Context: an optimization exercise on an open-source flow, tuned for small area, a short achievable clock period and few clock cycles per item. The choices shown serve that exercise and are no tape-out recipe. Function was checked by simulation only, so behaviour that the tests miss may differ from the original. Power and IR drop assume default switching activity.

### design.v
module linkcore_dp (
    input  wire        clk,
    input  wire        rst,         
    input  wire        op_valid,
    output wire        op_ready,
    input  wire [7:0]  op_code,
    input  wire [31:0] op_a,
    input  wire [31:0] op_b,
    output reg         res_valid,
    output reg         res_err,
    output wire [31:0] res_data,
    output wire [31:0] key,
    output wire [31:0] csum,
    output wire [31:0] localkey,
    output wire [31:0] remotekey,
    output wire [31:0] err
);
    localparam [31:0] CSUM_SEED      = 32'h0000_15A0;
    localparam [31:0] CSUM_POLY      = 32'h0000_A1C1;
    localparam [31:0] LCG_MUL        = 32'h6177_614B;
    localparam [31:0] MASK_OFS_BIAS  = 32'h0200_0000;
    localparam [31:0] MASK_CONST     = 32'h2079_6220;
    localparam [31:0] REMOTE_KEY_XOR = 32'h6F64_6573;
    localparam [31:0] KDF_C0         = 32'h4B61_7761;
    localparam [31:0] KDF_C1         = 32'h7365_646F;
    reg [31:0] key_r, csum_r, lkey_r, rkey_r, opr_r;
    reg [9:0]  err_bits;
    reg [7:0]  last_err;
    assign op_ready  = 1'b1;
    assign key       = key_r;
    assign csum      = csum_r;
    assign localkey  = lkey_r;
    assign remotekey = rkey_r;
    assign err       = {8'd0, last_err, 6'd0, err_bits};
    assign res_data  = opr_r;
    function [31:0] fold_fn(input [31:0] c_in, input [31:0] w_in);
        reg [31:0] c, w;
        integer i;
        begin
            c = c_in; w = w_in;
            for (i = 0; i < 32; i = i + 1) begin
                c = (c >> 1) ^ ((c[0] ^ w[0]) ? CSUM_POLY : 32'd0);
                w = w >> 1;
            end
            fold_fn = c;
        end
    endfunction
    function [31:0] mask_fn(input [31:0] k, input [31:0] o);
        mask_fn = k ^ (32'd0 - (o + MASK_OFS_BIAS)) ^ MASK_CONST;
    endfunction
    function [31:0] kdf_fn(input [31:0] w);
        reg [31:0] n, i, s, v;
        begin
            n = (w - 32'h200) >> 3;
            i = ((n & 32'h3F80) << 1) | ((n & 32'h4000) << 2) | (n & 32'h7F) | 32'h0038_0000;
            s = (i >> 8) + (i >> 16);
            v = (s << 24) | i | 32'h8080_8080;
            kdf_fn = {v[7:0], v[15:8], v[23:16], v[31:24]} ^ (v[9] ? KDF_C1 : KDF_C0);
        end
    endfunction
    wire [3:0] opc = op_code[3:0];
    wire reserved = (op_code[7:4] != 4'h0) || (opc == 4'hA) || (opc == 4'hD)
                 || (opc == 4'hE) || (opc == 4'hF);
    wire misaligned = (op_a[1:0] != 2'b00);
    wire [31:0] fold_res = fold_fn(csum_r, (opc == 4'hB) ? op_b : op_a);
    wire [31:0] adv_res  = key_r * LCG_MUL + 32'd1;
    wire [31:0] or_csum  = csum_r | (op_a << 16);
    always @(posedge clk) begin
        if (rst) begin
            key_r     <= 32'd0;
            csum_r    <= CSUM_SEED;
            lkey_r    <= 32'd0;
            rkey_r    <= 32'd0;
            opr_r     <= 32'd0;
            err_bits  <= 10'd0;
            last_err  <= 8'd0;
            res_valid <= 1'b0;
            res_err   <= 1'b0;
        end else begin
            res_valid <= op_valid;
            res_err   <= 1'b0;
            if (op_valid) begin
                if (reserved) begin
                    res_err     <= 1'b1;
                    err_bits[6] <= 1'b1;
                    last_err    <= 8'd7;
                end else begin
                    case (opc)
                        4'h1: begin csum_r <= CSUM_SEED; opr_r <= CSUM_SEED; end
                        4'h2: begin csum_r <= fold_res; opr_r <= fold_res; end
                        4'h3: begin csum_r <= or_csum; opr_r <= or_csum; end
                        4'h4: begin
                            if (op_a < 32'h200) begin
                                res_err     <= 1'b1;
                                err_bits[4] <= 1'b1;
                                last_err    <= 8'd5;
                            end else begin
                                lkey_r <= kdf_fn(op_a);
                                opr_r  <= kdf_fn(op_a);
                            end
                        end
                        4'h5: begin rkey_r <= op_a ^ REMOTE_KEY_XOR; opr_r <= op_a ^ REMOTE_KEY_XOR; end
                        4'h6: begin key_r <= rkey_r; opr_r <= rkey_r; end
                        4'h7: begin key_r <= adv_res; opr_r <= adv_res; end
                        4'h8: opr_r <= op_b ^ mask_fn(key_r, op_a);
                        4'h9: begin key_r <= adv_res; opr_r <= op_b ^ mask_fn(adv_res, op_a); end
                        4'hB: begin
                            if (misaligned) begin
                                res_err     <= 1'b1;
                                err_bits[8] <= 1'b1;
                                last_err    <= 8'd9;
                            end else begin
                                csum_r <= fold_res;
                                key_r  <= adv_res;
                                opr_r  <= op_b ^ mask_fn(adv_res, op_a);
                            end
                        end
                        4'hC: begin
                            csum_r <= or_csum;
                            key_r  <= adv_res;
                            opr_r  <= or_csum ^ mask_fn(adv_res, op_b);
                        end
                        default: ;
                    endcase
                end
            end
        end
    end
endmodule
### run.sh
#!/bin/bash
# synth_recipe.tcl (not shown) runs the flow's synth.tcl, then flattens the netlist and writes it again
# the make line also repeats each setting of config.mk as NAME=value (left out here)
make -C /OpenROAD-flow-scripts/flow DESIGN_CONFIG=/design/flow/config.mk WORK_HOME=/design/flow/orfs CLKGATE_MAP_FILE= SYNTH_SCRIPT=/design/flow/synth_recipe.tcl finish
### config.mk
export PLATFORM = sky130hd
export DESIGN_NAME = linkcore_dp
export DESIGN_NICKNAME = linkcore_dp
export VERILOG_FILES = /design/flow/design.v
export SDC_FILE = /design/flow/constraint.sdc
export NUM_CORES = 4
export LEC_CHECK = 0
export CAP_MARGIN = 20
export CORE_MARGIN = 2
export CORE_UTILIZATION = 40
export SLEW_MARGIN = 20
### constraint.sdc
create_clock -name core_clock -period 10.0 [get_ports {clk}]
set_input_delay 2.0000 -clock core_clock [delete_from_list [all_inputs] [get_ports {clk}]]
set_output_delay 2.0000 -clock core_clock [all_outputs]
set_load 0.01 [all_outputs]
==> qor.yml <==
floorplan:
  fp.dieW_um: 232.1
  pin_count: 270
  design.die.area_um2: 53880
  coreArea_um2: 51410
  die_y_um: 232.1
  start_util_pct: 40.50
  std_cell_rows: 83
global_routing:
  grt_pass1_wl_um: 121400
  grt_pass1_vias: 18390
  grt_max_degree: 67
  grtUsageTotal_pct: 30.62
  antenna_found_initial: 0
  grt_overflow_total: 0
synthesis:
  synth-simple-area-share_pct: 10.66
  synth.yosys.seq_area_share_pct: 15.48
  synth_top_family_by_area: "adder cells"
  ys_warn_count: 1
  synth_cell_types: 78
  synth_fa_ha_area_share_pct: 27.55
  synth_edf_count: 0
  synthMuxAreaShare_pct: 1.899
  synth_xor_area_share_pct: 19.80
  synth-main-ff-cell: "dfxtp_1"
  syn_avg_cell_area_um2: 8.490
  async_flop_share_pct: 0
  syn_inst: 2452
  synth-seq-cells: 161
  synth-compound-area-share_pct: 14.30
  synth_area_um2: 20820
critical_path:
  timing.rr.end: "opr_r[24]$_SDFFE_PP0P_"
  worst-path-max-fanout: 18
  regToRegSetupSlack_ns: 2.26
  path_class: "in -> reg"
  worstPathArrival_ns: 8.16
  r2r_cells: 26
  cp.required_ns: 10.36
  start_kind: "primary input"
  end_kind: "flip-flop"
  regToRegStartpoint: "key_r[0]$_SDFFE_PP0P_"
finish:
  layout-drive-gt1-share_pct: 4.623
  nNetsFinal: 3053
  syn2layout_area_growth_pct: 17.30
  layout_common_cells: "inv_1, xnor2_1, clkdlybuf4s50_1, fa_1, ha_1"
  final_area_um2: 24420
  final_common_cell: "inv_1"
timing:
  fin_tns_setup_ns: 0
  max_slew_margin_pct: 25.44
  worst_slew_pin_slew_ns: 1.111
  max_freq_mhz: 128.1
  skew_ns: 0.01491
  grt_setup_unrepaired: "false"
  fin_crit_ns: 7.804
  fin_crit_sh_pct: 78.04
  drv_slew: 0
  setup_viol: 0
  hold_viol_final: 0
route:
  vias_per_cell: 5.583
  via_count: 18540
  drcViolationCount: 0
  routedWlPerCell_um: 24.98
  drtIter0Drc: 1853
  routed_wl_um: 82930
  drt_pass1_iterations: 6
  antenna_left: 0
worst_hold_path:
  hold_class: "reg -> reg"
  min_from: "lkey_r[21]$_SDFFE_PP0P_"
  hold_end: "lkey_r[21]$_SDFFE_PP0P_"
  min_path_cells: 2
power_and_ir_drop:
  vdd_ir_drop_max_v: 0.0008523
  power.leakage_nw: 10.29
  power_per_cell_area_nw_per_um2: 257.5
  finalPower_w: 0.006288
clock_network:
  cts_root_buffer: "clkbuf_16"
  cts.sinks: 161
  insertion_delay_ns: 0.47
  clock_path_buffers: 2
  cts_hold_buf: 0
  h-tree-depth: 4
  cts_resized: 0
  clk_pin_slew_ns: 0.08
  cts_made_buffers: 17
  cts_tree: "built"
  post-cts-setup-buffers: 0
placement:
  place_congestion: 0.9686
  place_area_um2: 23810
  dp_hpwl_um: 67250
  portBuffers: 242
run:
  cap_violations: 0
run_status:
  outcome: "finished clean"
synth_stat cells, drive strengths merged, types with 4 or more instances:
cell type / n / area [um^2]
o2111ai: 5 / 43.79
o21a: 7 / 52.55
o21ai: 67 / 335.3
a311oi: 5 / 43.79
a31oi: 9 / 56.30
or4: 4 / 30.03
o31ai: 5 / 37.54
a22oi: 13 / 97.59
or3: 13 / 81.33
nand3b: 5 / 37.54
nor4: 14 / 87.58
fa: 176 / 3523
mux2i: 36 / 384.1
o21bai: 4 / 30.03
xnor3: 15 / 339.1
nand2b: 11 / 68.82
or2: 5 / 31.28
buf: 46 / 316.5
a221oi: 50 / 437.9
nor2b: 14 / 87.58
ha: 176 / 2202
nand3: 24 / 120.1
clkbuf: 109 / 410.4
xnor2: 314 / 2908
inv: 376 / 1411
nand2: 161 / 604.3
o211ai: 9 / 67.56
nor2: 175 / 656.9
nand4: 11 / 68.82
nor3: 41 / 205.2
a221o: 4 / 40.04
o221ai: 9 / 78.83
a21oi: 135 / 675.7
and2: 8 / 50.05
a211oi: 45 / 337.8
a21boi: 4 / 30.03
a22o: 18 / 157.7
xor2: 89 / 802.0
o22ai: 33 / 206.5
dfxtp: 161 / 3223
a21o: 7 / 52.55
critical path, stage by stage:
cell and delay (ns):
clkdlybuf4s50_1 0.83, nand4b_1 0.72, buf_4 0.50, mux2i_1 0.19, xnor2_2 0.39, xor3_1 0.37
xnor3_1 0.43, xnor3_1 0.51, xnor2_1 0.23, xnor3_2 0.52, xnor2_2 0.28, xnor2_4 0.18
xor2_2 0.27, xor2_1 0.28, xnor2_1 0.18, nor2_1 0.07, o21a_1 0.17
cells by family after synthesis:
logic type,after synthesis
and+or+nand+nor,497
DFF,161
AOI/OAI and AO/OA,450
other,2
buffers and inverters,531
muxes,37
adders and majority gates,353
xor gates and xnor gates,421
how the worst max path moves through the flow:
stage / startpoint / cells past startpoint / end
CTS: op_code[0] / 17 / opr_r[8]$_SDFFE_PP0P_
global route: op_code[0] / 17 / opr_r[0]$_SDFFE_PP0P_
global placement: op_code[0] / 17 / opr_r[8]$_SDFFE_PP0P_
detailed placement: op_code[0] / 17 / opr_r[8]$_SDFFE_PP0P_
floorplan: key_r[4]$_SDFFE_PP0P_ / 26 / opr_r[31]$_SDFFE_PP0P_
finish: op_code[0] / 17 / opr_r[8]$_SDFFE_PP0P_
per-stage QoR:
step / utilization, % / worst slack, ns / hold WS, ns / instances
final: 47.50 / 2.196 / 0.4586 / 3320
after global routing: 47.50 / 1.872 / 0.4762 / 3319
after CTS: 47.41 / 2.265 / 0.4573 / 3317
after detailed placement: 46.31 / 1.781 / 0.4474 / 3285
after global placement: 46.31 / 1.915 / 0.4431 / 3285
after floorplan: - / 3.143 / 0.4715 / 2477
cell type report:
class	instances	area, um^2
Antenna cell	1	2.502
Clock buffer	18	429.2
Clock inverter	14	135.1
Fill cell	5023	26990
Inverter	376	1411
Multi-Input combinational cell	1785	15610
Sequential cell	161	3223
Tap cell	680	850.8
Timing Repair Buffer	285	2763
layer usage:
metal  share of wire (%)  wire, um  track usage, %  vias up
met2                  46     37860           48.71      869
li1                    -         -               -     8363
met3                 6.9      5698           4.126      155
met4                 4.8      4007           13.62        0
met1                  43     35370           41.39     9150
met5                   0         0               0        -
power breakdown:
| part | switching [W] | internal [W] | leakage (nW) |
|---|---|---|---|
| logic | 0.00277 | 0.00218 | 8.72 |
| registers | 0.0000201 | 0.000649 | 1.30 |
| clock network | 0.000336 | 0.000331 | 0.272 |
flip-flops by register name (all words and copies together) (netlist names):
name,cells
csum_r,32
key_r,32
opr_r,32
rkey_r,32
lkey_r,24
last_err,4
err,3
res_err,1
res_valid,1
Testbench counts, summed over its fixed seeds: cycles 2,645, ops 2,637.

==> what the ideal ports hide <==
No port has a modelled driver above. Below, the same layout with a new extraction and two added sets of constraints.
Step 1 sets driving cells, clkbuf_16 on the clock port and buf_2 on the other inputs (assumed; they add their load-dependent delay and slew).
Step 2, shift: input delay + t, output delay - t, t = (earliest + latest rising clock arrival at the registers) / 2. This alone moves slack from input paths to output paths.
Slacks: no drivers / after step 1 / after step 2; pairs: no drivers / after step 1.
t, ns: 0.518
slack for setup (ns): 2.196 / 2.223 / 1.706
hold WS [ns]: 0.459 / 0.459 / 0.459
slew at the worst register clock pin (ns): 0.08 / 0.08
pins driven straight from the clock port: 1
After both steps setup and hold are still met in this run. The setup slack of this run moves by +0.027 ns with the drivers and by -0.490 ns with both steps.
